Context: an optimization exercise on an open-source flow, tuned for small area. The choices shown serve that exercise and are no tape-out recipe. At most, simulation tests tie the RTL to the original design; equivalence was not proved. No functional check of the RTL was part of runs 1 to 3. Power and IR drop assume default switching activity.

==> design/flow/design.v <==
module rds_decoder (
    input  wire        clk,
    input  wire        rst,         
    input  wire        cmd_valid,
    input  wire [1:0]  cmd_op,
    input  wire        rdsr,
    input  wire [15:0] blk_a,
    input  wire [15:0] blk_b,
    input  wire [15:0] blk_c,
    input  wire [15:0] blk_d,
    input  wire [6:0]  rd_addr,
    output wire [7:0]  rd_data,
    output reg         result,
    output wire [5:0]  pty,
    output wire        edge_state,
    output wire        text_ab
);
    reg [63:0]  ps;         
    reg [511:0] rt;         
    reg [511:0] wip;        
    reg         ab_q;       
    reg [5:0]   pty_q;      
    reg         armed_q;    
    assign pty        = pty_q;
    assign edge_state = armed_q;
    assign text_ab    = ab_q;
    wire [23:0] wip_ld, wip_hold;
    wire [3:0]  ps_ld, ps_hold;
    wire        rt_ld, rt_hold;
    wire [31:0] lanes;
    wire        clr, ab_ld, pty_ld, result_ld, result_d, armed_d;
    rds_ctrl u_ctrl (
        .rst       (rst),
        .cmd_valid (cmd_valid),
        .cmd_op    (cmd_op),
        .rdsr      (rdsr),
        .blk_b     (blk_b),
        .blk_c     (blk_c),
        .blk_d     (blk_d),
        .ab_q      (ab_q),
        .armed_q   (armed_q),
        .wip_ld    (wip_ld),
        .wip_hold  (wip_hold),
        .ps_ld     (ps_ld),
        .ps_hold   (ps_hold),
        .rt_ld     (rt_ld),
        .rt_hold   (rt_hold),
        .lanes     (lanes),
        .clr       (clr),
        .ab_ld     (ab_ld),
        .pty_ld    (pty_ld),
        .result_ld (result_ld),
        .result_d  (result_d),
        .armed_d   (armed_d)
    );
    genvar b, u;
    generate
        for (b = 0; b < 64; b = b + 1) begin : g_txt
            localparam integer UNIT = (b < 32) ? (b >> 1) : (16 + ((b - 32) >> 2));
            always @(posedge clk) begin
                wip[8*b +: 8] <= (wip[8*b +: 8] & {8{wip_hold[UNIT]}}) |
                                 (lanes[8*(b % 4) +: 8] & {8{wip_ld[UNIT]}});
                rt[8*b +: 8]  <= (rt[8*b +: 8] & {8{rt_hold}}) |
                                 (wip[8*b +: 8] & {8{rt_ld}});
            end
        end
        for (u = 0; u < 4; u = u + 1) begin : g_ps
            always @(posedge clk) begin
                ps[16*u +: 16] <= (ps[16*u +: 16] & {16{ps_hold[u]}}) |
                                  ({blk_d[7:0], blk_d[15:8]} & {16{ps_ld[u]}});
            end
        end
    endgenerate
    always @(posedge clk) begin
        if (clr) begin
            ab_q  <= 1'b0;
            pty_q <= 6'h3F;
        end else begin
            if (ab_ld)
                ab_q <= blk_b[4];
            if (pty_ld)
                pty_q <= {1'b0, blk_b[9:5]};
        end
    end
    always @(posedge clk) begin
        armed_q <= armed_d;
        if (result_ld)
            result <= result_d;
    end
    wire [71:0] rd_sel;
    rds_rdsel u_rdsel (
        .rd_addr (rd_addr),
        .sel     (rd_sel)
    );
    rds_rdmux u_rdmux (
        .data ({ps, rt}),
        .sel  (rd_sel),
        .q    (rd_data)
    );
endmodule
module rds_ctrl (
    input  wire        rst,
    input  wire        cmd_valid,
    input  wire [1:0]  cmd_op,
    input  wire        rdsr,
    input  wire [15:0] blk_b,
    input  wire [15:0] blk_c,
    input  wire [15:0] blk_d,
    input  wire        ab_q,
    input  wire        armed_q,
    output wire [23:0] wip_ld,
    output wire [23:0] wip_hold,
    output wire [3:0]  ps_ld,
    output wire [3:0]  ps_hold,
    output wire        rt_ld,
    output wire        rt_hold,
    output wire [31:0] lanes,
    output wire        clr,
    output wire        ab_ld,
    output wire        pty_ld,
    output wire        result_ld,
    output wire        result_d,
    output wire        armed_d
);
    localparam [1:0] CMD_DECODE = 2'd0;
    localparam [1:0] CMD_POLL   = 2'd1;
    localparam [1:0] CMD_RESET  = 2'd2;
    wire [4:0] gc    = blk_b[15:11];
    wire       is_g0 = (gc[4:1] == 4'd0);
    wire       is_2a = (gc == 5'd4);
    wire       is_2b = (gc == 5'd5);
    wire       is_g2 = (gc[4:1] == 4'd2);
    wire       handled = is_g0 || is_g2;
    wire [3:0] seg   = blk_b[3:0];
    wire cmd_decode = cmd_valid && (cmd_op == CMD_DECODE);
    wire cmd_poll   = cmd_valid && (cmd_op == CMD_POLL);
    wire cmd_reset  = cmd_valid && (cmd_op == CMD_RESET);
    wire poll_edge  = cmd_poll && !armed_q && rdsr;
    wire dec        = !rst && (cmd_decode || poll_edge);
    assign clr      = rst || cmd_reset;
    assign rt_ld    = dec && is_g2 && (blk_b[4] != ab_q);
    assign rt_hold  = !(rt_ld || clr);
    assign ab_ld    = rt_ld;
    assign pty_ld   = dec && is_g0;
    function [7:0] cr;
        input [7:0] ch;
        cr = (ch == 8'h0D) ? 8'h00 : ch;
    endfunction
    assign lanes[7:0]   = cr(gc[0] ? blk_d[15:8] : blk_c[15:8]);
    assign lanes[15:8]  = cr(gc[0] ? blk_d[7:0]  : blk_c[7:0]);
    assign lanes[23:16] = cr(blk_d[15:8]);
    assign lanes[31:24] = cr(blk_d[7:0]);
    genvar u;
    generate
        for (u = 0; u < 16; u = u + 1) begin : g_lo
            assign wip_ld[u] = dec &&
                ((is_2a && seg == (u >> 1)) || (is_2b && seg == u));
        end
        for (u = 0; u < 8; u = u + 1) begin : g_hi
            assign wip_ld[16 + u] = dec && is_2a && seg == (8 + u);
        end
        for (u = 0; u < 4; u = u + 1) begin : g_ps
            assign ps_ld[u] = dec && is_g0 && blk_b[1:0] == u;
        end
    endgenerate
    assign wip_hold = ~(wip_ld | {24{rt_ld || clr}});
    assign ps_hold  = ~(ps_ld | {4{clr}});
    assign result_ld = rst || (cmd_valid && cmd_op != 2'd3);
    assign result_d  = !rst && (cmd_op == CMD_DECODE ? handled :
                                cmd_op == CMD_POLL   ? poll_edge : 1'b1);
    assign armed_d   = !rst && (cmd_poll ? rdsr : armed_q);
endmodule
module rds_rdsel (
    input  wire [6:0]  rd_addr,
    output wire [71:0] sel      
);
    genvar i;
    generate
        for (i = 0; i < 64; i = i + 1) begin : g_rt
            assign sel[i] = (rd_addr == (64 + i));
        end
        for (i = 0; i < 8; i = i + 1) begin : g_ps
            assign sel[64 + i] = (rd_addr == i);
        end
    endgenerate
endmodule
module rds_rdmux (
    input  wire [575:0] data,
    input  wire [71:0]  sel,
    output reg  [7:0]   q
);
    integer i;
    always @(*) begin
        q = 8'h00;
        for (i = 0; i < 72; i = i + 1)
            q = q | (data[8*i +: 8] & {8{sel[i]}});
    end
endmodule
==> design/flow/run.sh <==
#!/bin/bash
# synth_recipe.tcl (not shown) runs the flow's synth.tcl, then flattens the netlist and writes it again
# the make line also repeats each setting of config.mk as NAME=value (left out here)
make -C /OpenROAD-flow-scripts/flow DESIGN_CONFIG=/design/flow/config.mk WORK_HOME=/design/flow/orfs CLKGATE_MAP_FILE= SYNTH_SCRIPT=/design/flow/synth_recipe.tcl finish
==> design/flow/config.mk <==
export PLATFORM = sky130hd
export DESIGN_NAME = rds_decoder
export DESIGN_NICKNAME = rds_decoder
export VERILOG_FILES = /design/flow/design.v
export SDC_FILE = /design/flow/constraint.sdc
export NUM_CORES = 4
export LEC_CHECK = 0
export CAP_MARGIN = 20
export CORE_MARGIN = 2
export CORE_UTILIZATION = 40
export SLEW_MARGIN = 20
export SYNTH_HIERARCHICAL = 1
==> design/flow/constraint.sdc <==
create_clock -name core_clock -period 10.0 [get_ports {clk}]
set_input_delay 2.0000 -clock core_clock [delete_from_list [all_inputs] [get_ports {clk}]]
set_output_delay 2.0000 -clock core_clock [all_outputs]
set_load 0.01 [all_outputs]
==> flow_metrics.py, run 1 <==
metrics = {
    "outcome": {
        "status": "finished clean",
    },
    "synthesis": {
        "ys_ff_latch": 1097,
        "ys.flop_type": "dfxtp_1",
        "yosysMostFrequentCell": "a22o_1",
        "yosysWarnings": 9,
        "ys_top_cells_by_area": "dfxtp_1 56%, a22o_1 26%, buf_6 3.6%, buf_2 2.1%, a221oi_1 1.9%",
        "ys_seq_area_share_pct": 56.1,
        "synth_nets": 3345,
        "syn-cell-area_mm2": 0.0392,
        "synth_edf_count": 1,
        "avgSynthCellArea_um2": 12.0,
        "yosys.area.top_type": "dfxtp_1",
        "syn_inst": 3268,
        "synth_cell_type_count": 61,
        "synth_common_cells": "1,184 x a22o_1, 1,096 x dfxtp_1, 164 x buf_2",
        "async_reset_ff_share_pct": 0,
        "synth.top_cell.area_share_pct": 56.0,
    },
    "sta": {
        "setup_tns_ns": 0,
        "relSlewSlack_pct": 13.4,
        "hold_viol": 0,
        "max_freq_mhz": 116,
        "worst-slew-pin-transition_ns": 1.30,
        "rsz0062_at_grt": "no",
        "finalMaxSlewViolations": 0,
        "setup_viol": 0,
        "fin_crit_ns": 8.59,
        "fin_crit_sh_pct": 85.9,
        "clock_skew_ns": 0.0514,
    },
    "clocking": {
        "cts-resized-gates": 0,
        "cts_tree": "done",
        "insertion_delay_ns": 0.72,
        "cts_hold_buffers": 0,
        "cts_root_buffer": "clkbuf_16",
        "clk_pin_slew_ns": 0.07,
        "htreeDepth": 3,
        "postCtsSetupBuffers": 0,
        "cts_buffers": 107,
        "ctsLongestPathBuffers": 3,
        "cts.sinks": 1097,
    },
    "detailed_routing": {
        "vias_per_cell": 6.81,
        "dr.pass1.iters": 7,
        "totalWireLength_um": 166000,
        "routedWlPerCell_um": 36.6,
        "vias": 31000,
        "antenna_left": 0,
        "initialDrtViolationCount": 5119,
        "drcViolationCount": 0,
    },
    "run": {
        "cap_violations": 0,
    },
    "power_and_ir_drop": {
        "comb_power_share_pct": 4.6,
        "p_leak_nw": 16.6,
        "p_switching_mw": 2.18,
        "p_seq_share_pct": 47.6,
        "ir_drop_uv": 150,
        "power.total_mw": 9.18,
        "powerDensity_mw_per_mm2": 208,
        "power.share.clock_pct": 47.7,
        "netSwitchingFraction_pct": 23.7,
        "intPower_mw": 7.00,
    },
    "die": {
        "num_rows": 114,
        "start_util_pct": 40.4,
        "pin_count": 94,
        "dieArea_mm2": 0.100,
        "core-area_mm2": 0.0969,
        "die_w_um": 317,
        "die_y_um": 317,
    },
    "placement": {
        "routabilityCongestion": 0.991,
        "io_buffers": 76,
        "hpwl_um": 99400,
    },
    "global_routing": {
        "grt_pass1_wl_um": 227000,
        "antenna_found_initial": 11,
        "first_global_vias": 28000,
        "grt_max_degree": 186,
        "grt_overflow": 0,
        "grt_usage_pct": 32.1,
    },
    "worst_hold_path": {
        "hold_class": "reg -> reg",
    },
    "finish": {
        "multi_input_area_mm2": 0.0148,
        "seq_area_mm2": 0.0220,
        "nNetsFinal": 3250,
        "drive_above_1_share_pct": 13.5,
        "fill_cells": 8763,
        "syn2layout_area_growth_pct": 12.7,
    },
    "worst_setup_path": {
        "crit_arrival_ns": 6.59,
        "cp.required_ns": 8.00,
        "worst_setup_path_end_kind": "output pin",
        "critPathMaxFanout": 16,
        "cpPeakStageDelay_ns": 0.92,
        "path_cells": "clkdlybuf4s50_1, or3b_1, nor2_1, buf_4, a22o_1, a221oi_1, nand4_1, nor4_2, nand4_1, clkdlybuf4s50_1",
        "path_class": "in -> out",
        "crit_slowest_cell": "a221oi_1",
        "cp-start-kind": "input port",
    },
}
==> cell families (layout without fill, tap and decap cells) <==
family | Yosys count | in the layout | share of synthesized area, %
xor gates and xnor gates | 5 | 5 | 0.112
muxes | 18 | 18 | 0.492
and+or+nand+nor | 263 | 263 | 4.02
DFF | 1097 | 1097 | 56.1
other | 0 | 9 | 0
AOI/OAI and AO/OA | 1453 | 1453 | 32.1
buffers and inverters | 432 | 422 | 7.20
==> critical path: cells and delay by family <==
family	cells	cell delay, ns
compound gates	2	1.19
buf+inv	3	1.43
simple gates	5	1.97
==> power groups by stage <==
stage / clock network [mW] / logic [mW] / registers (mW)
2_1_floorplan: 0 / 0.201 / 4.47
3_3_place_gp: 0 / 0.406 / 4.47
3_5_place_dp: 0 / 0.406 / 4.47
4_1_cts: 4.39 / 0.407 / 4.37
5_1_grt: 4.58 / 0.418 / 4.37
6_report: 4.38 / 0.427 / 4.37
==> modules after synthesis, one instance, submodules excluded <==
| module | cells | times used | flip-flops and latches | area, µm² |
|---|---|---|---|---|
| rds_decoder | 2506 | 1 | 1097 | 33600 |
| rds_rdmux | 432 | 1 | 0 | 3450 |
| rds_ctrl | 227 | 1 | 0 | 1580 |
| rds_rdsel | 103 | 1 | 0 | 510 |
==> metrics by stage <==
| stage | util, % | cells | hold slack (ns) | cell area, µm² | worst slack (ns) |
|---|---|---|---|---|---|
| after floorplan | - | 3268 | 0.440 | 39200 | 4.38 |
| after global placement | 41.6 | 4338 | 0.436 | 40300 | 1.89 |
| after detailed placement | 41.6 | 4339 | 0.450 | 40300 | 1.87 |
| after CTS | 45.6 | 4533 | 0.429 | 44100 | 1.87 |
| after global routing | 45.6 | 4535 | 0.451 | 44100 | 1.42 |
| final | 45.6 | 4543 | 0.425 | 44100 | 1.41 |
==> layer usage <==
layer | wire, µm | up-vias | global-route usage [%]
met5 | 46 | - | 0
met4 | 13300 | 8 | 22.1
met3 | 19400 | 542 | 8.67
met2 | 68900 | 2168 | 46.0
met1 | 64400 | 15600 | 42.1
li1 | - | 12600 | -
==> final timing paths <==
check                                 from    endpoint  slack, ns  cells after the start
worst max-delay path            rd_addr[5]  rd_data[6]       1.41                     10
worst max register to register     armed_q    wip[333]       6.41                      5
worst min-delay path              wip[358]     rt[358]       0.42                      1
worst min register to register    wip[358]     rt[358]       0.42                      1
==> registers in the layout, indices dropped and copies added (netlist names) <==
name and flops:
ps 64, ab_q 1, armed_q 1, pty_q 6, wip 512, result 1, rt 512
==> area by class of cell <==
type	count	share of cell area (%)
Antenna cell	9	0.0510
Clock buffer	148	7.00
Clock inverter	46	1.67
Inverter	4	0.0340
Multi-Input combinational cell	1739	33.5
Sequential cell	1097	49.8
Tap cell	1276	3.62
Timing Repair Buffer	224	4.39
==> placed cells by master (no fill, tap or decap), types with 16 or more instances in the layout <==
| master | synthesis | layout |
|---|---|---|
| a22o_1 | 1184 | 1184 |
| dfxtp_1 | 1096 | 1096 |
| buf_4 | 14 | 141 |
| clkbuf_16 | 0 | 107 |
| a22oi_1 | 96 | 96 |
| a221oi_1 | 83 | 83 |
| clkdlybuf4s50_1 | 0 | 75 |
| nor2_1 | 88 | 59 |
| nand4_1 | 42 | 42 |
| nor2_2 | 0 | 27 |
| clkbuf_8 | 0 | 26 |
| clkinv_2 | 0 | 19 |
| nand3_1 | 18 | 18 |
| and2_1 | 17 | 16 |
==> inputs of run 2 (changes only) <==
--- a/design/flow/config.mk
+++ b/design/flow/config.mk
@@ -7,6 +7,7 @@
 export LEC_CHECK = 0
-export CAP_MARGIN = 20
+export CAP_MARGIN = 0
 export CORE_MARGIN = 2
-export CORE_UTILIZATION = 40
-export SLEW_MARGIN = 20
+export CORE_UTILIZATION = 60
+export CTS_BUF_LIST = sky130_fd_sc_hd__clkbuf_4 sky130_fd_sc_hd__clkbuf_8
+export SLEW_MARGIN = 0
 export SYNTH_HIERARCHICAL = 1
==> flow_metrics.py, run 2 <==
metrics = {
    "outcome": {
        "status": "failed layout checks",
        "violations": "max-capacitance violations, max-slew violations",
    },
    "clocking": {
        "clk_pin_slew_ns": 0.06,
        "cts_root_buffer": "clkbuf_8",
        "cts-resized-gates": 0,
        "ctsLongestPathBuffers": 3,
        "postCtsSetupBuffers": 0,
        "cts_hold_buffers": 0,
        "cts.sinks": 1097,
        "insertion_delay_ns": 0.84,
        "cts_tree": "done",
        "htreeDepth": 4,
        "cts_buffers": 169,
    },
    "die": {
        "die_w_um": 259,
        "core-area_mm2": 0.0645,
        "die_y_um": 259,
        "num_rows": 93,
        "dieArea_mm2": 0.0673,
        "pin_count": 94,
        "start_util_pct": 60.8,
    },
    "synthesis": {
        "ys_ff_latch": 1097,
        "yosysMostFrequentCell": "a22o_1",
        "synth_common_cells": "1,184 x a22o_1, 1,096 x dfxtp_1, 164 x buf_2",
        "synth_cell_type_count": 61,
        "ys.flop_type": "dfxtp_1",
        "synth_edf_count": 1,
        "syn_inst": 3268,
        "synth.top_cell.area_share_pct": 56.0,
        "ys_top_cells_by_area": "dfxtp_1 56%, a22o_1 26%, buf_6 3.6%, buf_2 2.1%, a221oi_1 1.9%",
        "avgSynthCellArea_um2": 12.0,
        "syn-cell-area_mm2": 0.0392,
        "async_reset_ff_share_pct": 0,
        "synth_nets": 3345,
        "ys_seq_area_share_pct": 56.1,
        "yosys.area.top_type": "dfxtp_1",
        "yosysWarnings": 9,
    },
    "detailed_routing": {
        "drcViolationCount": 0,
        "antenna_left": 0,
        "dr.pass1.iters": 6,
        "totalWireLength_um": 164000,
        "vias_per_cell": 7.74,
        "vias": 32400,
        "initialDrtViolationCount": 5350,
        "routedWlPerCell_um": 39.1,
    },
    "placement": {
        "hpwl_um": 96700,
        "routabilityCongestion": 0.968,
        "io_buffers": 76,
    },
    "worst_setup_path": {
        "cpPeakStageDelay_ns": 0.92,
        "path_cells": "clkdlybuf4s50_1, or3b_1, nor2_2, buf_4, a22o_1, a221oi_1, nand4_1, nor4_1, nand4_1, clkdlybuf4s50_1",
        "cp-start-kind": "input port",
        "critPathMaxFanout": 16,
        "crit_slowest_cell": "a221oi_1",
        "cp.required_ns": 8.00,
        "path_class": "in -> out",
        "crit_arrival_ns": 6.68,
        "worst_setup_path_end_kind": "output pin",
        "ff2ff_setup_slack_ns": 6.29,
    },
    "run": {
        "cap_violations": 1,
    },
    "finish": {
        "syn2layout_area_growth_pct": 9.95,
        "mostFrequentLayoutCells": "1,184 x a22o_1, 1,096 x dfxtp_1, 200 x clkbuf_8",
        "fill_cells": 4987,
        "largestRegisters": "rt: 512 flops, wip: 512 flops, ps: 64 flops",
        "utilization_pct": 66.8,
        "nNetsFinal": 3294,
        "mostFrequentLayoutCell": "a22o_1",
        "drive_above_1_share_pct": 16.0,
    },
    "global_routing": {
        "grt_pass1_wl_um": 227000,
        "first_global_vias": 30400,
        "grt_usage_pct": 47.7,
        "grt_max_degree": 219,
        "grt_overflow": 0,
        "antenna_found_initial": 9,
    },
    "sta": {
        "max_freq_mhz": 115,
        "relSlewSlack_pct": -1.81,
        "finalMaxSlewViolations": 50,
        "hold_viol": 0,
        "worst-slew-pin-transition_ns": 1.53,
        "clock_skew_ns": 0.0332,
        "fin_crit_ns": 8.68,
        "setup_tns_ns": 0,
        "setup_viol": 0,
        "fin_crit_sh_pct": 86.8,
        "rsz0062_at_grt": "no",
    },
    "power_and_ir_drop": {
        "p_leak_nw": 16.5,
        "powerDensity_mw_per_mm2": 201,
        "ir_drop_uv": 133,
    },
    "worst_hold_path": {
        "hold_class": "reg -> reg",
    },
}
run 2: critical path, delay by kind of cell:
kind	cells	cell delay [ns]
buffers and inverters	3	1.49
AO/OA/AOI/OAI	2	1.18
AND/OR/NAND/NOR	5	2.01
run 2: final timing paths:
kind	endpoint	cells after the start	start
max reg2reg	rt[183]	6	armed_q
max	rd_data[7]	10	rd_addr[4]
min	rt[102]	1	wip[102]
min reg2reg	rt[102]	1	wip[102]
run 2: kinds of logic after synthesis:
family,Yosys count,share of synthesized area (%)
XOR/XNOR,5,0.112
AO/OA/AOI/OAI,1453,32.1
buffers and inverters,432,7.20
AND/OR/NAND/NOR,263,4.02
multiplexers,18,0.492
flip-flops,1097,56.1
run 2: cell type report:
type                    instances  area [µm²]  area share (%)
clock inverters                27         241           0.561
repair buffers                206        1770            4.11
flip-flops and latches       1097       22000            51.0
multi-input cells            1739       14800            34.4
clock buffers                 256        3170            7.37
well taps                     855        1070            2.48
diodes                          8        20.0          0.0465
inverters                       4        15.0          0.0349
run 2: stage by stage:
step	total power, mW	setup slack (ns)	instance area [µm²]	cells	hold slack, ns
after floorplan	4.67	4.38	39200	3268	0.440
after detailed placement	4.87	1.85	39600	3901	0.448
after global routing	8.82	1.47	43000	4185	0.452
after CTS	8.61	1.83	43000	4184	0.439
final	8.65	1.32	43100	4192	0.452
after global placement	4.86	1.85	39600	3901	0.443
run 2: where the power goes:
part           internal [mW]  switching (mW)  total, mW
logic                 0.0725           0.354      0.426
registers               4.37         0.00106       4.37
clock network           2.07            1.78       3.85
total                   6.52            2.13       8.65
run 2: per-module statistics from Yosys (local to each module, per instance):
module / times used / flops+latches / cells inside
rds_rdsel: 1 / 0 / 103
rds_rdmux: 1 / 0 / 432
rds_ctrl: 1 / 0 / 227
rds_decoder: 1 / 1097 / 2506
run 2: per-layer routing:
metal  GRT usage [%]  wire length, µm  vias up
met4            35.3            14400        8
met5            1.92              212        -
met2            65.3            64900     2836
met1            60.2            59800    16100
li1                -                -    12700
met3            19.0            24800      763
==> inputs of run 3 (changes only) <==
--- a/design/flow/design.v
+++ b/design/flow/design.v
@@ -189,10 +189,55 @@
     input  wire [71:0]  sel,
-    output reg  [7:0]   q
-);
-    integer i;
-    always @(*) begin
-        q = 8'h00;
-        for (i = 0; i < 72; i = i + 1)
-            q = q | (data[8*i +: 8] & {8{sel[i]}});
-    end
-endmodule
+    output wire [7:0]   q
+);
+    genvar k, g;
+    generate
+        for (k = 0; k < 8; k = k + 1) begin : g_bit
+            wire [23:0] grp_n;      
+            wire [5:0]  quad;       
+            wire [2:0]  pair_n;
+            for (g = 0; g < 24; g = g + 1) begin : g_grp
+                rds_aoi222 u_aoi (
+                    .a1 (sel[3*g]),     .b1 (data[8*(3*g) + k]),
+                    .a2 (sel[3*g + 1]), .b2 (data[8*(3*g + 1) + k]),
+                    .a3 (sel[3*g + 2]), .b3 (data[8*(3*g + 2) + k]),
+                    .y  (grp_n[g])
+                );
+            end
+            for (g = 0; g < 6; g = g + 1) begin : g_quad
+                rds_nand4 u_nand (
+                    .a (grp_n[4*g]), .b (grp_n[4*g + 1]),
+                    .c (grp_n[4*g + 2]), .d (grp_n[4*g + 3]),
+                    .y (quad[g])
+                );
+            end
+            for (g = 0; g < 3; g = g + 1) begin : g_pair
+                rds_nor2 u_nor (.a (quad[2*g]), .b (quad[2*g + 1]), .y (pair_n[g]));
+            end
+            rds_nand3 u_out (.a (pair_n[0]), .b (pair_n[1]), .c (pair_n[2]), .y (q[k]));
+        end
+    endgenerate
+endmodule
+module rds_aoi222 (
+    input  wire a1, b1, a2, b2, a3, b3,
+    output wire y
+);
+    assign y = ~((a1 & b1) | (a2 & b2) | (a3 & b3));
+endmodule
+module rds_nand4 (
+    input  wire a, b, c, d,
+    output wire y
+);
+    assign y = ~(a & b & c & d);
+endmodule
+module rds_nor2 (
+    input  wire a, b,
+    output wire y
+);
+    assign y = ~(a | b);
+endmodule
+module rds_nand3 (
+    input  wire a, b, c,
+    output wire y
+);
+    assign y = ~(a & b & c);
+endmodule
==> design/flow/config.mk (replaced) <==
export PLATFORM = sky130hd
export DESIGN_NAME = rds_decoder
export DESIGN_NICKNAME = rds_decoder
export VERILOG_FILES = /design/flow/design.v
export SDC_FILE = /design/flow/constraint.sdc
export NUM_CORES = 4
export LEC_CHECK = 0
export CAP_MARGIN = 20
export CORE_MARGIN = 2
export CORE_UTILIZATION = 40
export SLEW_MARGIN = 20
export SYNTH_HIERARCHICAL = 1
==> flow_metrics.py, run 3 <==
metrics = {
    "outcome": {
        "status": "finished clean",
    },
    "synthesis": {
        "syn_inst": 3108,
        "synth_nets": 3185,
        "synth_cell_type_count": 59,
        "synth.top_cell.area_share_pct": 57.6,
        "synth_common_cells": "1,096 x dfxtp_1, 1,088 x a22o_1, 192 x a222oi_1",
        "yosys.area.top_type": "dfxtp_1",
        "yosysMostFrequentCell": "dfxtp_1",
        "syn-cell-area_mm2": 0.0381,
        "synth_edf_count": 1,
        "avgSynthCellArea_um2": 12.2,
        "ys_ff_latch": 1097,
        "ys_seq_area_share_pct": 57.7,
        "yosysWarnings": 8,
        "async_reset_ff_share_pct": 0,
        "ys.flop_type": "dfxtp_1",
        "ys_top_cells_by_area": "dfxtp_1 58%, a22o_1 25%, a222oi_1 5.0%, buf_6 2.8%, buf_2 1.8%",
    },
    "clocking": {
        "postCtsSetupBuffers": 0,
        "cts-resized-gates": 0,
        "cts_root_buffer": "clkbuf_16",
        "ctsLongestPathBuffers": 3,
        "cts.sinks": 1097,
        "clk_pin_slew_ns": 0.06,
        "cts_tree": "done",
        "htreeDepth": 3,
        "insertion_delay_ns": 0.67,
        "cts_buffers": 107,
        "cts_hold_buffers": 0,
    },
    "sta": {
        "hold_viol": 0,
        "rsz0062_at_grt": "no",
        "fin_crit_sh_pct": 83.0,
        "clock_skew_ns": 0.0193,
        "setup_tns_ns": 0,
        "worst-slew-pin-transition_ns": 1.20,
        "whs_ns": 0.453,
        "fin_crit_ns": 8.30,
        "setup_viol": 0,
        "finalMaxSlewViolations": 0,
        "max_freq_mhz": 121,
        "relSlewSlack_pct": 19.8,
    },
    "detailed_routing": {
        "wl_met2_um": 55800,
        "totalWireLength_um": 127000,
        "drcViolationCount": 0,
        "vias": 28800,
        "wirelength_met1_um": 52300,
        "antenna_left": 0,
        "dr.pass1.iters": 8,
        "routedWlPerCell_um": 29.1,
        "initialDrtViolationCount": 4236,
        "met3_length_um": 12500,
        "top_layer_used": "met5",
        "vias_per_cell": 6.61,
    },
    "finish": {
        "n_antenna_cell": 0,
        "mostFrequentLayoutCells": "1,096 x dfxtp_1, 1,088 x a22o_1, 192 x a222oi_1",
        "mostFrequentLayoutCell": "dfxtp_1",
        "fin_area_mm2": 0.0426,
        "utilization_pct": 45.0,
        "syn2layout_area_growth_pct": 11.8,
        "drive_above_1_share_pct": 10.4,
        "nNetsFinal": 3079,
        "largestRegisters": "rt: 512 flops, wip: 512 flops, ps: 64 flops",
    },
    "power_and_ir_drop": {
        "ir_drop_uv": 121,
        "p_leak_nw": 15.7,
        "power.share.clock_pct": 47.1,
        "powerDensity_mw_per_mm2": 211,
        "comb_power_share_pct": 4.1,
        "netSwitchingFraction_pct": 22.5,
        "p_seq_share_pct": 48.8,
        "intPower_mw": 6.95,
        "p_switching_mw": 2.02,
    },
    "worst_setup_path": {
        "crit_slowest_cell": "nor2_1",
        "cp.required_ns": 8.00,
        "cpPeakStageDelay_ns": 1.06,
        "worst_setup_path_end_kind": "output pin",
        "path_cells": "clkdlybuf4s50_1, nand4bb_1, nor2_1, a222oi_1, nand4_1, nor2_1, nand3_1, clkdlybuf4s50_1",
        "crit_arrival_ns": 6.30,
        "critPathMaxFanout": 16,
        "cp-start-kind": "input port",
        "path_class": "in -> out",
    },
    "placement": {
        "io_buffers": 76,
        "routabilityCongestion": 0.850,
        "place_area_mm2": 0.0388,
        "hpwl_um": 72700,
    },
    "die": {
        "core-area_mm2": 0.0946,
        "pin_count": 94,
        "num_rows": 113,
        "die_w_um": 312,
        "dieArea_mm2": 0.0976,
        "die_y_um": 312,
        "start_util_pct": 40.2,
    },
    "global_routing": {
        "grt_usage_pct": 24.8,
        "first_global_vias": 27800,
        "grt_max_degree": 216,
        "grt_overflow": 0,
        "antenna_found_initial": 9,
        "grt_pass1_wl_um": 184000,
    },
    "run": {
        "cap_violations": 0,
    },
    "worst_hold_path": {
        "hold_class": "reg -> reg",
    },
}
-- run 3: changes by cell type after synthesis, moves of 25 or more --
cell	before	now
a221oi_1	83	1
a222oi_1	0	192
a22oi_1	96	0
a22o_1	1184	1088
buf_2	164	139
buf_6	125	93
-- run 3: logic make-up after synthesis --
| kind of cell | count (synthesis) | share of synthesized area [%] |
|---|---|---|
| compound gates | 1357 | 31.5 |
| xor+xnor | 5 | 0.115 |
| buf+inv | 360 | 5.99 |
| flops | 1097 | 57.7 |
| mux | 18 | 0.506 |
| simple gates | 271 | 4.16 |
-- run 3: per-module statistics from Yosys (local to each module, per instance), excerpt --
module,flops+latches,times used
rds_decoder,1097,1
rds_ctrl,0,1
rds_rdsel,0,1
rds_aoi222,0,192
rds_nand4,0,48
rds_nand3,0,8
rds_nor2,0,24
-- run 3: area by class of cell --
| cell class | instances | area [µm²] |
|---|---|---|
| fill | 8382 | 52000 |
| sequential | 1097 | 22000 |
| multi-input combinational | 1651 | 14100 |
| clock buffer | 155 | 3140 |
| tap | 1265 | 1580 |
| timing repair buffer | 141 | 1240 |
| clock inverter | 43 | 569 |
| inverter | 4 | 15.0 |
-- run 3: layer usage --
| layer | vias to the layer above | GRT usage, % |
|---|---|---|
| met5 | - | 0 |
| met4 | 12 | 11.5 |
| met3 | 339 | 5.57 |
| met2 | 1640 | 37.8 |
| met1 | 14500 | 33.5 |
| li1 | 12300 | - |
-- run 3: worst paths after layout --
kind	startpoint	end	slack, ns	cells after the start
hold / removal	pty_q[5]	pty_q[5]	0.45	1
setup / recovery	rd_addr[2]	rd_data[3]	1.70	8
hold reg to reg	pty_q[5]	pty_q[5]	0.45	1
setup reg to reg	armed_q	rt[447]	6.44	7
-- run 3: worst max-delay path: cells and delay by family --
family                 cells  cell delay [ns]
AND/OR/NAND/NOR            5             2.68
AO/OA/AOI/OAI              1             0.24
buffers and inverters      2             1.37
-- run 3: through the flow --
stage | cells | setup slack, ns | power [mW]
3_3_place_gp | 4155 | 1.99 | 4.82
2_1_floorplan | 3108 | 4.59 | 4.67
6_report | 4356 | 1.70 | 8.97
5_1_grt | 4356 | 1.78 | 9.19
3_5_place_dp | 4158 | 2.00 | 4.83
4_1_cts | 4356 | 1.99 | 9.00
-- run 3: power by group through the flow --
stage | clock [mW] | sequential [mW] | combinational (mW)
3_3_place_gp | 0 | 4.47 | 0.353
4_1_cts | 4.27 | 4.37 | 0.360
6_report | 4.22 | 4.37 | 0.370
5_1_grt | 4.44 | 4.37 | 0.375
3_5_place_dp | 0 | 4.47 | 0.360
2_1_floorplan | 0 | 4.47 | 0.198
==> inputs of run 4 (changes only) <==
--- a/design/flow/design.v
+++ b/design/flow/design.v
@@ -127,9 +127,7 @@
     localparam [1:0] CMD_RESET  = 2'd2;
-    wire [4:0] gc    = blk_b[15:11];
-    wire       is_g0 = (gc[4:1] == 4'd0);
-    wire       is_2a = (gc == 5'd4);
-    wire       is_2b = (gc == 5'd5);
-    wire       is_g2 = (gc[4:1] == 4'd2);
+    wire [4:0] gc      = blk_b[15:11];
+    wire       is_g0   = (gc[4:1] == 4'd0);      
+    wire       is_g2   = (gc[4:1] == 4'd2);      
     wire       handled = is_g0 || is_g2;
-    wire [3:0] seg   = blk_b[3:0];
+    wire [3:0] seg     = blk_b[3:0];
     wire cmd_decode = cmd_valid && (cmd_op == CMD_DECODE);
@@ -139,4 +137,7 @@
     wire dec        = !rst && (cmd_decode || poll_edge);
+    wire dec_g2     = dec && is_g2;
+    wire dec_2a     = dec_g2 && !gc[0];
+    wire dec_2b     = dec_g2 && gc[0];
     assign clr      = rst || cmd_reset;
-    assign rt_ld    = dec && is_g2 && (blk_b[4] != ab_q);
+    assign rt_ld    = dec_g2 && (blk_b[4] != ab_q);
     assign rt_hold  = !(rt_ld || clr);
@@ -146,3 +147,7 @@
         input [7:0] ch;
-        cr = (ch == 8'h0D) ? 8'h00 : ch;
+        reg is_cr;
+        begin
+            is_cr = (ch == 8'h0D);
+            cr = {ch[7:4], ch[3] & !is_cr, ch[2] & !is_cr, ch[1], ch[0] & !is_cr};
+        end
     endfunction
@@ -152,16 +157,19 @@
     assign lanes[31:24] = cr(blk_d[7:0]);
+    wire [15:0] seg_oh;
     genvar u;
     generate
+        for (u = 0; u < 16; u = u + 1) begin : g_seg
+            assign seg_oh[u] = (seg == u);
+        end
         for (u = 0; u < 16; u = u + 1) begin : g_lo
-            assign wip_ld[u] = dec &&
-                ((is_2a && seg == (u >> 1)) || (is_2b && seg == u));
+            assign wip_ld[u] = (dec_2a && seg_oh[u >> 1]) || (dec_2b && seg_oh[u]);
         end
         for (u = 0; u < 8; u = u + 1) begin : g_hi
-            assign wip_ld[16 + u] = dec && is_2a && seg == (8 + u);
+            assign wip_ld[16 + u] = dec_2a && seg_oh[8 + u];
         end
         for (u = 0; u < 4; u = u + 1) begin : g_ps
-            assign ps_ld[u] = dec && is_g0 && blk_b[1:0] == u;
-        end
-    endgenerate
-    assign wip_hold = ~(wip_ld | {24{rt_ld || clr}});
+            assign ps_ld[u] = pty_ld && blk_b[1:0] == u;
+        end
+    endgenerate
+    assign wip_hold = ~(wip_ld | {24{!rt_hold}});
     assign ps_hold  = ~(ps_ld | {4{clr}});
--- a/design/flow/config.mk
+++ b/design/flow/config.mk
@@ -9,3 +9,7 @@
 export CORE_MARGIN = 2
-export CORE_UTILIZATION = 40
+export CORE_UTILIZATION = 70
+export CTS_BUF_LIST = sky130_fd_sc_hd__clkbuf_16
+export CTS_CLUSTER_DIAMETER = 60
+export CTS_CLUSTER_SIZE = 30
+export PLACE_DENSITY = 0.85
 export SLEW_MARGIN = 20
==> flow_metrics.py, run 4 <==
metrics = {
    "outcome": {
        "status": "finished clean",
    },
    "sta": {
        "rsz0062_at_grt": "no",
        "clock_skew_ns": 0.0165,
        "hold_viol": 0,
        "max_freq_mhz": 124,
        "finalMaxSlewViolations": 0,
        "fin_crit_ns": 8.08,
        "fin_ws_ns": 1.92,
        "fin_crit_sh_pct": 80.8,
        "worst-slew-pin-transition_ns": 1.10,
        "relSlewSlack_pct": 26.3,
        "setup_tns_ns": 0,
        "whs_ns": 0.469,
        "setup_viol": 0,
    },
    "die": {
        "die_y_um": 237,
        "core-area_mm2": 0.0537,
        "pin_count": 94,
        "die_w_um": 237,
        "start_util_pct": 70.6,
        "dieArea_mm2": 0.0561,
        "num_rows": 85,
    },
    "finish": {
        "utilization_pct": 73.8,
        "seq_area_mm2": 0.0220,
        "largestRegisters": "rt: 512 flops, wip: 512 flops, ps: 64 flops",
        "mostFrequentLayoutCell": "dfxtp_1",
        "fin_area_mm2": 0.0396,
        "fin_cells": 3685,
        "syn2layout_area_growth_pct": 4.50,
        "multi_input_area_mm2": 0.0139,
        "nNetsFinal": 3031,
        "drive_above_1_share_pct": 6.99,
        "mostFrequentLayoutCells": "1,096 x dfxtp_1, 1,088 x a22o_1, 192 x a222oi_1",
        "fill_cells": 3527,
    },
    "synthesis": {
        "syn-cell-area_mm2": 0.0379,
        "synth.top_cell.area_share_pct": 57.8,
        "yosysMostFrequentCell": "dfxtp_1",
        "ys_ff_latch": 1097,
        "syn_inst": 3109,
        "ys.flop_type": "dfxtp_1",
        "synth_edf_count": 1,
        "yosys.area.top_type": "dfxtp_1",
        "ys_top_cells_by_area": "dfxtp_1 58%, a22o_1 25%, a222oi_1 5.1%, buf_6 2.8%, buf_2 1.8%",
        "yosysWarnings": 8,
        "synth_common_cells": "1,096 x dfxtp_1, 1,088 x a22o_1, 192 x a222oi_1",
        "synth_nets": 3186,
        "avgSynthCellArea_um2": 12.2,
        "synth_cell_type_count": 52,
        "async_reset_ff_share_pct": 0,
        "ys_seq_area_share_pct": 57.9,
    },
    "clocking": {
        "ctsLongestPathBuffers": 3,
        "insertion_delay_ns": 0.65,
        "cts_tree": "done",
        "postCtsSetupBuffers": 0,
        "htreeDepth": 2,
        "clk_pin_slew_ns": 0.10,
        "cts-resized-gates": 0,
        "cts_root_buffer": "clkbuf_16",
        "cts_buffers": 49,
        "cts.sinks": 1097,
        "cts_hold_buffers": 0,
    },
    "global_routing": {
        "grt_max_degree": 208,
        "first_global_vias": 26700,
        "grt_usage_pct": 37.9,
        "grt_pass1_wl_um": 164000,
        "grt_overflow": 0,
        "antenna_found_initial": 3,
    },
    "worst_hold_path": {
        "worstHoldEndpoint": "pty_q[5]",
        "min_path_cells": 1,
        "min_from": "pty_q[5]",
        "hold_class": "reg -> reg",
    },
    "worst_setup_path": {
        "cp-start-kind": "input port",
        "crit_arrival_ns": 6.08,
        "r2r-start": "ab_q",
        "cp.required_ns": 8.00,
        "path_class": "in -> out",
        "worst_setup_path_end_kind": "output pin",
        "r2r_cells": 7,
        "ff2ff_setup_slack_ns": 5.85,
        "critPathMaxFanout": 16,
        "r2r_end": "rt[318]",
    },
    "power_and_ir_drop": {
        "power.total_mw": 7.17,
        "p_leak_nw": 14.7,
        "ir_drop_uv": 211,
        "powerDensity_mw_per_mm2": 181,
    },
    "detailed_routing": {
        "routedWlPerCell_um": 29.9,
        "drcViolationCount": 0,
        "totalWireLength_um": 110000,
        "vias": 28300,
        "antenna_left": 0,
        "dr.pass1.iters": 9,
        "vias_per_cell": 7.67,
        "initialDrtViolationCount": 4881,
    },
    "placement": {
        "io_buffers": 76,
        "routabilityCongestion": 0.935,
        "hpwl_um": 64500,
        "post-place-ws_ns": 2.24,
        "dp.cells": 3597,
        "place_area_mm2": 0.0380,
    },
    "run": {
        "cap_violations": 0,
    },
}
## run 4: cell types whose count changed in the layout (fill, tap and decap cells not counted), sizes merged, moves of 8 or more
cell	before	now
a211oi	11	3
a21oi	25	17
buf	77	66
bufinv	13	3
clkbuf	155	49
clkdlybuf4s50	64	75
clkinv	23	10
inv	7	21
nor2	104	130
o21ai	7	19
o22ai	12	0
## run 4: kinds of logic (layout without fill, tap and decap cells)
logic type,Yosys count,count (layout),share of synthesized area [%]
buffers and inverters,351,230,5.96
other,0,1,0
AO/OA/AOI/OAI,1339,1339,31.2
flip-flops,1097,1097,57.9
XOR/XNOR,3,3,0.0693
multiplexers,20,20,0.561
AND/OR/NAND/NOR,299,299,4.29
## run 4: modules after synthesis (local to each module, per instance), a selection
| module | flops+latches | cell area [µm²] |
|---|---|---|
| rds_nand4 | 0 | 6.26 |
| rds_rdsel | 0 | 510 |
| rds_ctrl | 0 | 1450 |
| rds_nor2 | 0 | 3.75 |
| rds_aoi222 | 0 | 10.0 |
| rds_nand3 | 0 | 5.00 |
| rds_decoder | 1097 | 33600 |
## run 4: power breakdown
group,switching (mW),internal (mW)
sequential,0.00106,4.37
clock,1.43,1.02
combinational,0.277,0.0644
total,1.71,5.46
## run 4: area by class of cell
type                            instances  share of cell area, %
Clock buffer                           49                   3.09
Inverter                                4                 0.0379
Multi-Input combinational cell       1661                   34.9
Tap cell                              696                   2.20
Antenna cell                            1                0.00631
Clock inverter                         36                  0.959
Timing Repair Buffer                  141                   3.35
Sequential cell                      1097                   55.4
## run 4: critical path, stage by stage
cell and delay, ns:
clkdlybuf4s50_1 0.74, nand4b_1 0.82, nor2_1 1.07, a222oi_1 0.28
nand4_1 0.28, nor2_1 0.15, nand3_1 0.16, clkdlybuf4s50_1 0.57
## run 4: worst max path at each step
stage,startpoint,slack (ns),cells past startpoint,endpoint
after detailed placement,rd_addr[3],2.24,8,rd_data[3]
after global placement,rd_addr[3],2.31,8,rd_data[3]
after floorplan,rd_addr[5],4.59,8,rd_data[0]
final,rd_addr[2],1.92,8,rd_data[6]
after CTS,rd_addr[3],2.23,8,rd_data[3]
after global routing,rd_addr[3],2.01,8,rd_data[2]
## run 4: metal layers
layer | share of wire [%] | GRT usage, % | vias up
met5 | 0.024 | 0 | -
met4 | 6.2 | 21.3 | 4
met3 | 11 | 8.36 | 359
met2 | 44 | 57.4 | 1838
met1 | 38 | 50.5 | 14000
li1 | - | - | 12000
==> inputs of run 5 (changes only) <==
==> design/flow/flow/run.sh (new file) <==
#!/bin/bash
# Layout flow: the standard flow (the standard.sh, standard synthesis
# unchanged) with two layout choices changed:
#  - clock tree: clkbuf_16 buffers, larger sink clusters, no dummy loads;
#  - port buffers: every input and output port still gets a buffer, but
#    the smallest one (buf_1).
# Each tool's output goes to standard.log in this folder.
set -e
export CTS_ARGS="-sink_clustering_enable -repair_clock_nets -buf_list sky130_fd_sc_hd__clkbuf_16 -sink_clustering_size 30 -sink_clustering_max_diameter 60 -dont_use_dummy_load"
export BUFFER_PORTS_ARGS="-buffer_cell sky130_fd_sc_hd__buf_1"
bash standard.sh > standard.log 2>&1
==> design/flow/standard.sh (new file) <==
#!/bin/bash
# synth_recipe.tcl (not shown) runs the flow's synth.tcl, then flattens the netlist and writes it again
# the make line also repeats each setting of config.mk as NAME=value (left out here)
make -C /OpenROAD-flow-scripts/flow DESIGN_CONFIG=/design/flow/config.mk WORK_HOME=/design/flow/orfs CLKGATE_MAP_FILE= SYNTH_SCRIPT=/design/flow/synth_recipe.tcl "${@:-finish}"
--- a/design/flow/config.mk
+++ b/design/flow/config.mk
@@ -10,5 +10,2 @@
 export CORE_UTILIZATION = 70
-export CTS_BUF_LIST = sky130_fd_sc_hd__clkbuf_16
-export CTS_CLUSTER_DIAMETER = 60
-export CTS_CLUSTER_SIZE = 30
 export PLACE_DENSITY = 0.85
removed: design/flow/run.sh
==> flow_metrics.py, run 5 <==
metrics = {
    "detailed_routing": {
        "drcViolationCount": 0,
        "vias_per_cell": 7.83,
        "dr.pass1.iters": 9,
        "routedWlPerCell_um": 30.6,
        "vias": 28500,
        "antenna_left": 0,
        "totalWireLength_um": 111000,
        "initialDrtViolationCount": 4896,
    },
    "synthesis": {
        "ys.flop_type": "dfxtp_1",
        "syn-cell-area_mm2": 0.0379,
        "async_reset_ff_share_pct": 0,
        "synth_common_cells": "1,096 x dfxtp_1, 1,088 x a22o_1, 192 x a222oi_1",
        "synth_cell_type_count": 52,
        "yosys.area.top_type": "dfxtp_1",
        "ys_ff_latch": 1097,
        "syn_inst": 3109,
        "yosysWarnings": 8,
        "yosysMostFrequentCell": "dfxtp_1",
        "synth_nets": 3186,
        "synth_edf_count": 1,
        "ys_top_cells_by_area": "dfxtp_1 58%, a22o_1 25%, a222oi_1 5.1%, buf_6 2.8%, buf_2 1.8%",
        "avgSynthCellArea_um2": 12.2,
        "synth.top_cell.area_share_pct": 57.8,
        "ys_seq_area_share_pct": 57.9,
    },
    "worst_setup_path": {
        "r2r-start": "armed_q",
        "endpoint": "rd_data[2]",
        "cp-start-kind": "input port",
        "ff2ff_setup_slack_ns": 6.09,
        "r2r_cells": 8,
        "worst_setup_path_end_kind": "output pin",
        "crit_arrival_ns": 5.49,
        "critPathMaxFanout": 16,
        "crit_path_start": "rd_addr[2]",
        "path_class": "in -> out",
        "cp.required_ns": 8.00,
        "r2r_end": "rt[351]",
    },
    "clocking": {
        "cts_hold_buffers": 0,
        "cts.sinks": 1097,
        "cts_tree": "done",
        "cts-resized-gates": 0,
        "ctsLongestPathBuffers": 3,
        "cts_buffers": 49,
        "clk_pin_slew_ns": 0.11,
        "htreeDepth": 2,
        "cts_root_buffer": "clkbuf_16",
        "postCtsSetupBuffers": 0,
        "insertion_delay_ns": 0.65,
    },
    "global_routing": {
        "antenna_found_initial": 10,
        "grt_usage_pct": 38.2,
        "first_global_vias": 26900,
        "grt_overflow": 0,
        "grt_pass1_wl_um": 165000,
        "grt_max_degree": 261,
    },
    "sta": {
        "hold_viol": 0,
        "rsz0062_at_grt": "no",
        "fin_crit_ns": 7.49,
        "fin_ws_ns": 2.51,
        "relSlewSlack_pct": 17.3,
        "finalMaxSlewViolations": 0,
        "fin_crit_sh_pct": 74.9,
        "setup_viol": 0,
        "whs_ns": 0.423,
        "max_freq_mhz": 134,
        "clock_skew_ns": 0.0764,
        "setup_tns_ns": 0,
        "worst-slew-pin-transition_ns": 1.24,
    },
    "die": {
        "num_rows": 85,
        "pin_count": 94,
        "core-area_mm2": 0.0537,
        "start_util_pct": 70.6,
        "dieArea_mm2": 0.0561,
        "die_y_um": 237,
        "die_w_um": 237,
    },
    "finish": {
        "fin_area_mm2": 0.0387,
        "syn2layout_area_growth_pct": 2.05,
        "drive_above_1_share_pct": 5.88,
        "largestRegisters": "rt: 512 flops, wip: 512 flops, ps: 64 flops",
        "fill_cells": 3674,
        "mostFrequentLayoutCell": "dfxtp_1",
        "mostFrequentLayoutCells": "1,096 x dfxtp_1, 1,088 x a22o_1, 192 x a222oi_1",
        "nNetsFinal": 3019,
    },
    "outcome": {
        "status": "finished clean",
    },
    "placement": {
        "io_buffers": 76,
        "place_area_mm2": 0.0374,
        "routabilityCongestion": 0.948,
        "post-place-ws_ns": 2.83,
        "hpwl_um": 64300,
    },
    "power_and_ir_drop": {
        "powerDensity_mw_per_mm2": 177,
        "ir_drop_uv": 199,
        "p_leak_nw": 14.3,
    },
    "run": {
        "cap_violations": 0,
    },
    "worst_hold_path": {
        "hold_class": "reg -> reg",
        "min_path_cells": 1,
    },
}
## run 5: per-module statistics from Yosys (local to each module, per instance), excerpt
module,cells inside,flops+latches,copies in the design
rds_nor2,1,0,24
rds_nand4,1,0,48
rds_ctrl,228,0,1
rds_nand3,1,0,8
rds_decoder,2506,1097,1
rds_aoi222,1,0,192
rds_rdsel,103,0,1
## run 5: cells by family (layout without fill, tap and decap cells)
logic type	count (synthesis)	in the layout	share of synthesized area [%]
buffers and inverters	351	182	5.96
xor gates and xnor gates	3	3	0.0693
DFF	1097	1097	57.9
other	0	3	0
AOI/OAI and AO/OA	1339	1339	31.2
and+or+nand+nor	299	299	4.29
muxes	20	20	0.561
## run 5: critical path, stage by stage
cell       delay, ns
buf_1           0.42
nand4bb_1       0.81
nor2_1          1.02
a222oi_1        0.29
nand4_1         0.27
nor2_1          0.17
nand3_1         0.29
buf_1           0.19
## run 5: per-stage QoR
| stage | util (%) | power, mW | instances |
|---|---|---|---|
| after global routing | 72.1 | 7.02 | 3637 |
| after CTS | 72.0 | 6.85 | 3635 |
| after floorplan | - | 4.66 | 3109 |
| after global placement | 69.6 | 4.77 | 3585 |
| final | 72.1 | 6.86 | 3639 |
| after detailed placement | 69.7 | 4.78 | 3586 |
## run 5: how the worst min path moves through the flow
stage	from	end	slack, ns
3_3_place_gp	pty_q[5]	pty_q[5]	0.44
5_1_grt	wip[169]	rt[169]	0.43
4_1_cts	wip[182]	rt[182]	0.40
3_5_place_dp	wip[249]	rt[249]	0.45
2_1_floorplan	ps[47]	ps[47]	0.44
6_report	wip[182]	rt[182]	0.42
## run 5: routing by layer
layer	vias to the layer above	wire, µm	global-route usage, %
met1	14300	42500	50.8
li1	12000	-	-
met4	14	6740	20.7
met5	-	129	0.779
met2	1872	48200	57.1
met3	368	13700	9.90
## run 5: cell type report
class                           count  area, µm²  share of cell area (%)
Sequential cell                  1097      22000                    56.7
Multi-Input combinational cell   1661      13900                    35.8
Clock buffer                       49       1230                    3.17
Tap cell                          696        871                    2.25
Timing Repair Buffer              129        758                    1.96
Inverter                            4       15.0                  0.0388
Antenna cell                        3       7.51                  0.0194
## run 5: power breakdown
group,switching (mW),internal [mW]
Clock,1.29,0.879
Combinational,0.281,0.0449
Sequential,0.00108,4.37
Total,1.57,5.29
==> inputs of run 6 (changes only) <==
--- a/design/flow/design.v
+++ b/design/flow/design.v
@@ -124,2 +124,84 @@
 );
+    wire dec_g0_n, dec_2a, dec_2b, rt_clr;
+    rds_cmdec u_cmdec (
+        .rst       (rst),
+        .cmd_valid (cmd_valid),
+        .cmd_op    (cmd_op),
+        .rdsr      (rdsr),
+        .gc        (blk_b[15:11]),
+        .ab        (blk_b[4]),
+        .ab_q      (ab_q),
+        .armed_q   (armed_q),
+        .clr       (clr),
+        .dec_g0_n  (dec_g0_n),
+        .dec_2a    (dec_2a),
+        .dec_2b    (dec_2b),
+        .rt_ld     (rt_ld),
+        .rt_hold   (rt_hold),
+        .rt_clr    (rt_clr),
+        .result_ld (result_ld),
+        .result_d  (result_d),
+        .armed_d   (armed_d)
+    );
+    assign ab_ld  = rt_ld;
+    assign pty_ld = !dec_g0_n;
+    wire [7:0] cr_chi, cr_clo;
+    rds_cr u_cr0 (.ch (blk_c[15:8]), .q (cr_chi));
+    rds_cr u_cr1 (.ch (blk_c[7:0]),  .q (cr_clo));
+    rds_cr u_cr2 (.ch (blk_d[15:8]), .q (lanes[23:16]));
+    rds_cr u_cr3 (.ch (blk_d[7:0]),  .q (lanes[31:24]));
+    wire gc0_n = !blk_b[11];    
+    genvar u;
+    generate
+        for (u = 0; u < 8; u = u + 1) begin : g_lane
+            rds_ao22 u_m0 (.a1 (gc0_n), .b1 (cr_chi[u]), .a2 (blk_b[11]), .b2 (lanes[16 + u]),
+                           .y (lanes[u]));
+            rds_ao22 u_m1 (.a1 (gc0_n), .b1 (cr_clo[u]), .a2 (blk_b[11]), .b2 (lanes[24 + u]),
+                           .y (lanes[8 + u]));
+        end
+    endgenerate
+    wire [3:0]  s10_n, s32_n;
+    wire [15:0] seg_oh;
+    rds_dec2n u_s10 (.a (blk_b[1:0]), .y_n (s10_n));
+    rds_dec2n u_s32 (.a (blk_b[3:2]), .y_n (s32_n));
+    generate
+        for (u = 0; u < 16; u = u + 1) begin : g_seg
+            rds_nor2 u_oh (.a (s10_n[u % 4]), .b (s32_n[u / 4]), .y (seg_oh[u]));
+        end
+        for (u = 0; u < 16; u = u + 1) begin : g_lo
+            rds_ao22 u_ld (.a1 (dec_2a), .b1 (seg_oh[u / 2]),
+                           .a2 (dec_2b), .b2 (seg_oh[u]), .y (wip_ld[u]));
+        end
+        for (u = 0; u < 8; u = u + 1) begin : g_hi
+            rds_and2 u_ld (.a (dec_2a), .b (seg_oh[8 + u]), .y (wip_ld[16 + u]));
+        end
+        for (u = 0; u < 24; u = u + 1) begin : g_hold
+            rds_nor2 u_hold (.a (rt_clr), .b (wip_ld[u]), .y (wip_hold[u]));
+        end
+        for (u = 0; u < 4; u = u + 1) begin : g_ps
+            rds_nor2 u_ld (.a (dec_g0_n), .b (s10_n[u]), .y (ps_ld[u]));
+            rds_nor2 u_hold (.a (clr), .b (ps_ld[u]), .y (ps_hold[u]));
+        end
+    endgenerate
+endmodule
+module rds_cmdec (
+    input  wire       rst,
+    input  wire       cmd_valid,
+    input  wire [1:0] cmd_op,
+    input  wire       rdsr,
+    input  wire [4:0] gc,
+    input  wire       ab,
+    input  wire       ab_q,
+    input  wire       armed_q,
+    output wire       clr,
+    output wire       dec_g0_n,
+    output wire       dec_2a,
+    output wire       dec_2b,
+    output wire       rt_ld,
+    output wire       rt_hold,
+    output wire       rt_clr,       
+    output wire       result_ld,
+    output wire       result_d,
+    output wire       armed_d
+);
     localparam [1:0] CMD_DECODE = 2'd0;
@@ -127,7 +209,5 @@
     localparam [1:0] CMD_RESET  = 2'd2;
-    wire [4:0] gc      = blk_b[15:11];
-    wire       is_g0   = (gc[4:1] == 4'd0);      
-    wire       is_g2   = (gc[4:1] == 4'd2);      
-    wire       handled = is_g0 || is_g2;
-    wire [3:0] seg     = blk_b[3:0];
+    wire is_g0   = (gc[4:1] == 4'd0);      
+    wire is_g2   = (gc[4:1] == 4'd2);      
+    wire handled = is_g0 || is_g2;
     wire cmd_decode = cmd_valid && (cmd_op == CMD_DECODE);
@@ -138,39 +218,9 @@
     wire dec_g2     = dec && is_g2;
-    wire dec_2a     = dec_g2 && !gc[0];
-    wire dec_2b     = dec_g2 && gc[0];
     assign clr      = rst || cmd_reset;
-    assign rt_ld    = dec_g2 && (blk_b[4] != ab_q);
-    assign rt_hold  = !(rt_ld || clr);
-    assign ab_ld    = rt_ld;
-    assign pty_ld   = dec && is_g0;
-    function [7:0] cr;
-        input [7:0] ch;
-        reg is_cr;
-        begin
-            is_cr = (ch == 8'h0D);
-            cr = {ch[7:4], ch[3] & !is_cr, ch[2] & !is_cr, ch[1], ch[0] & !is_cr};
-        end
-    endfunction
-    assign lanes[7:0]   = cr(gc[0] ? blk_d[15:8] : blk_c[15:8]);
-    assign lanes[15:8]  = cr(gc[0] ? blk_d[7:0]  : blk_c[7:0]);
-    assign lanes[23:16] = cr(blk_d[15:8]);
-    assign lanes[31:24] = cr(blk_d[7:0]);
-    wire [15:0] seg_oh;
-    genvar u;
-    generate
-        for (u = 0; u < 16; u = u + 1) begin : g_seg
-            assign seg_oh[u] = (seg == u);
-        end
-        for (u = 0; u < 16; u = u + 1) begin : g_lo
-            assign wip_ld[u] = (dec_2a && seg_oh[u >> 1]) || (dec_2b && seg_oh[u]);
-        end
-        for (u = 0; u < 8; u = u + 1) begin : g_hi
-            assign wip_ld[16 + u] = dec_2a && seg_oh[8 + u];
-        end
-        for (u = 0; u < 4; u = u + 1) begin : g_ps
-            assign ps_ld[u] = pty_ld && blk_b[1:0] == u;
-        end
-    endgenerate
-    assign wip_hold = ~(wip_ld | {24{!rt_hold}});
-    assign ps_hold  = ~(ps_ld | {4{clr}});
+    assign dec_g0_n = !(dec && is_g0);
+    assign dec_2a   = dec_g2 && !gc[0];
+    assign dec_2b   = dec_g2 && gc[0];
+    assign rt_ld    = dec_g2 && (ab != ab_q);
+    assign rt_clr   = rt_ld || clr;
+    assign rt_hold  = !rt_clr;
     assign result_ld = rst || (cmd_valid && cmd_op != 2'd3);
@@ -180,2 +230,22 @@
 endmodule
+module rds_cr (
+    input  wire [7:0] ch,
+    output wire [7:0] q
+);
+    wire hi_any, lo_ok, not_cr;
+    rds_or4   u_hi (.a (ch[7]), .b (ch[6]), .c (ch[5]), .d (ch[4]), .y (hi_any));
+    rds_nor2  u_lo (.a (hi_any), .b (ch[1]), .y (lo_ok));
+    rds_nand4 u_cr (.a (lo_ok), .b (ch[3]), .c (ch[2]), .d (ch[0]), .y (not_cr));
+    rds_and2  u_b3 (.a (ch[3]), .b (not_cr), .y (q[3]));
+    rds_and2  u_b2 (.a (ch[2]), .b (not_cr), .y (q[2]));
+    rds_and2  u_b0 (.a (ch[0]), .b (not_cr), .y (q[0]));
+    assign q[7:4] = ch[7:4];
+    assign q[1]   = ch[1];
+endmodule
+module rds_dec2n (
+    input  wire [1:0] a,
+    output wire [3:0] y_n
+);
+    assign y_n = ~(4'b0001 << a);
+endmodule
 module rds_rdsel (
@@ -184,9 +254,12 @@
 );
-    genvar i;
-    generate
-        for (i = 0; i < 64; i = i + 1) begin : g_rt
-            assign sel[i] = (rd_addr == (64 + i));
-        end
-        for (i = 0; i < 8; i = i + 1) begin : g_ps
-            assign sel[64 + i] = (rd_addr == i);
+    wire [7:0] lo_n = ~(8'b1 << rd_addr[2:0]);
+    wire [8:0] grp_n;
+    assign grp_n[7:0] = ~({8{rd_addr[6]}} & (8'b1 << rd_addr[5:3]));
+    assign grp_n[8]   = !(rd_addr[6:3] == 4'd0);
+    genvar g, m;
+    generate
+        for (g = 0; g < 9; g = g + 1) begin : g_grp
+            for (m = 0; m < 8; m = m + 1) begin : g_lo
+                rds_nor2 u_sel (.a (grp_n[g]), .b (lo_n[m]), .y (sel[8*g + m]));
+            end
         end
@@ -251 +324,19 @@
 endmodule
+module rds_ao22 (
+    input  wire a1, b1, a2, b2,
+    output wire y
+);
+    assign y = (a1 & b1) | (a2 & b2);
+endmodule
+module rds_and2 (
+    input  wire a, b,
+    output wire y
+);
+    assign y = a & b;
+endmodule
+module rds_or4 (
+    input  wire a, b, c, d,
+    output wire y
+);
+    assign y = a | b | c | d;
+endmodule
==> flow_metrics.py, run 6 <==
metrics = {
    "worst_setup_path": {
        "cp-start-kind": "input port",
        "worst_setup_path_end_kind": "output pin",
        "cp.required_ns": 8.00,
        "crit_arrival_ns": 5.31,
        "path_class": "in -> out",
        "critPathMaxFanout": 9,
    },
    "global_routing": {
        "antenna_found_initial": 4,
        "grt_overflow": 0,
        "first_global_vias": 26400,
        "grt_max_degree": 253,
        "grt_pass1_wl_um": 161000,
        "grt_usage_pct": 37.3,
    },
    "sta": {
        "setup_tns_ns": 0,
        "worst-slew-pin-transition_ns": 1.16,
        "finalMaxSlewViolations": 0,
        "fin_crit_ns": 7.31,
        "max_freq_mhz": 137,
        "fin_ws_ns": 2.69,
        "setup_viol": 0,
        "whs_ns": 0.410,
        "rsz0062_at_grt": "no",
        "fin_crit_sh_pct": 73.1,
        "clock_skew_ns": 0.0793,
        "hold_viol": 0,
        "relSlewSlack_pct": 22.6,
    },
    "clocking": {
        "insertion_delay_ns": 0.66,
        "htreeDepth": 2,
        "clk_pin_slew_ns": 0.10,
        "cts-resized-gates": 0,
        "ctsLongestPathBuffers": 3,
        "cts.sinks": 1097,
        "cts_buffers": 50,
        "cts_root_buffer": "clkbuf_16",
        "cts_hold_buffers": 0,
        "cts_tree": "done",
        "postCtsSetupBuffers": 0,
    },
    "detailed_routing": {
        "vias": 27800,
        "initialDrtViolationCount": 4636,
        "vias_per_cell": 7.78,
        "dr.pass1.iters": 7,
        "routedWlPerCell_um": 30.0,
        "drcViolationCount": 0,
        "totalWireLength_um": 107000,
        "antenna_left": 0,
    },
    "synthesis": {
        "ys.flop_type": "dfxtp_1",
        "ys_seq_area_share_pct": 58.7,
        "yosysMostFrequentCell": "a22o_1",
        "synth_cell_type_count": 39,
        "synth.top_cell.area_share_pct": 58.6,
        "yosys.area.top_type": "dfxtp_1",
        "syn-cell-area_mm2": 0.0374,
        "ys_ff_latch": 1097,
        "synth_nets": 3109,
        "ys_top_cells_by_area": "dfxtp_1 59%, a22o_1 26%, a222oi_1 5.1%, buf_6 2.7%, buf_2 1.7%",
        "async_reset_ff_share_pct": 0,
        "avgSynthCellArea_um2": 12.3,
        "synth_common_cells": "1,120 x a22o_1, 1,096 x dfxtp_1, 192 x a222oi_1",
        "syn_inst": 3032,
        "yosysWarnings": 7,
        "synth_edf_count": 1,
    },
    "outcome": {
        "status": "finished clean",
    },
    "finish": {
        "seq_area_mm2": 0.0220,
        "nNetsFinal": 2965,
        "fill_cells": 3607,
        "mostFrequentLayoutCells": "1,117 x a22o_1, 1,096 x dfxtp_1, 192 x a222oi_1",
        "drive_above_1_share_pct": 5.13,
        "mostFrequentLayoutCell": "a22o_1",
        "multi_input_area_mm2": 0.0133,
        "syn2layout_area_growth_pct": 2.08,
        "largestRegisters": "rt: 512 flops, wip: 512 flops, ps: 64 flops",
    },
    "placement": {
        "hpwl_um": 62600,
        "io_buffers": 76,
        "post-place-ws_ns": 3.01,
        "routabilityCongestion": 0.915,
    },
    "power_and_ir_drop": {
        "p_leak_nw": 14.2,
        "ir_drop_uv": 183,
        "powerDensity_mw_per_mm2": 180,
    },
    "die": {
        "die_w_um": 235,
        "core-area_mm2": 0.0528,
        "start_util_pct": 70.9,
        "pin_count": 94,
        "dieArea_mm2": 0.0553,
        "die_y_um": 235,
        "num_rows": 84,
    },
    "worst_hold_path": {
        "hold_class": "reg -> reg",
    },
    "run": {
        "cap_violations": 0,
    },
}
run 6: changes by cell type after synthesis, sizes merged, moves of 5 or more:
cell    change
a21oi      -16
mux2       -10
nand2       -6
mux2i       -9
nor3       -14
and2        +8
nor4        -5
clkbuf     -16
nor2b      -12
a22o       +32
o21ai      -18
nor2       +20
run 6: final timing paths:
check,start,to,slack [ns],cells after the start
min reg2reg,wip[332],rt[332],0.41,1
min,wip[332],rt[332],0.41,1
max,rd_addr[0],rd_data[6],2.69,8
max reg2reg,armed_q,wip[57],6.27,7
run 6: metal layers:
layer	part of all wire [%]	wire [µm]	global-route usage [%]
met5	0	0	0
met4	5.8	6220	19.9
met3	12	12400	7.56
met1	39	41600	50.5
met2	44	47100	56.6
run 6: worst max-delay path: stages:
cell      delay (ns)
buf_1           0.22
nand3b_1        0.79
nor2_1          0.47
a222oi_1        0.67
nand4_1         0.36
nor2_1          0.41
nand3_1         0.20
buf_1           0.17
run 6: layout make-up:
type,count,share of cell area [%]
clock buffers,50,3.28
diodes,2,0.0131
inverters,4,0.0393
flip-flops and latches,1097,57.5
multi-input cells,1603,34.9
repair buffers,132,2.00
well taps,688,2.25
run 6: through the flow:
stage / utilization [%] / std cells / instance area [µm²] / total power, mW
6_report: 72.4 / 3576 / 38200 / 6.86
2_1_floorplan: - / 3032 / 37400 / 4.65
4_1_cts: 72.3 / 3571 / 38100 / 6.84
3_3_place_gp: 69.9 / 3520 / 36900 / 4.74
3_5_place_dp: 69.9 / 3521 / 36900 / 4.75
5_1_grt: 72.4 / 3576 / 38200 / 7.00
run 6: cells by family after synthesis:
kind of cell / share of synthesized area [%]
muxes: 0.0267
AOI/OAI and AO/OA: 31.7
DFF: 58.7
buffers and inverters: 5.87
xor gates and xnor gates: 0.0234
and+or+nand+nor: 3.67
run 6: modules after synthesis, one instance, submodules excluded, a selection:
module,copies in the design,cells,area [µm²]
rds_and2,20,1,6.26
rds_ao22,32,1,8.76
rds_aoi222,192,1,10.0
rds_cmdec,1,22,166
rds_cr,4,5,37.5
rds_dec2n,2,4,22.5
rds_decoder,1,2506,33600
rds_nand3,8,1,5.00
rds_nand4,52,1,6.26
rds_nor2,148,1,3.75
rds_rdsel,1,17,144
run 6: power by group:
group / internal [mW] / switching, mW
combinational: 0.0415 / 0.256
sequential: 4.37 / 0.000906
clock: 0.895 / 1.30

==> separate check: timing with driven ports <==
Ports are ideal in the flow. The routed layouts listed here were re-timed in OpenROAD.
Step 1, drivers: a clkbuf_16 drives clk and a buf_2 each remaining input, both assumed.
Step 2 also shifts input and output timing later by t, the mid clock arrival at the registers, as if the neighbouring blocks saw the same clock.
Three values: no drivers, after step 1, after step 2; two values: the first two.
run | t, ns | setup slack, ns | pins driven straight from the clock port
run 1 | 0.768 | 1.413 / 1.356 / 1.356 | 1
run 2 | 0.883 | 1.323 / 1.292 / 1.292 | 1
run 3 | 0.727 | 1.702 / 1.595 / 1.595 | 1
run 4 | 0.699 | 1.917 / 1.831 / 1.831 | 1
run 5 | 0.681 | 2.514 / 2.429 / 2.429 | 1
run 6 | 0.684 | 2.690 / 2.620 / 2.620 | 1
The setup slack of run 3, which loses most, moves by -0.107 ns with the drivers and by -0.107 ns with both steps.
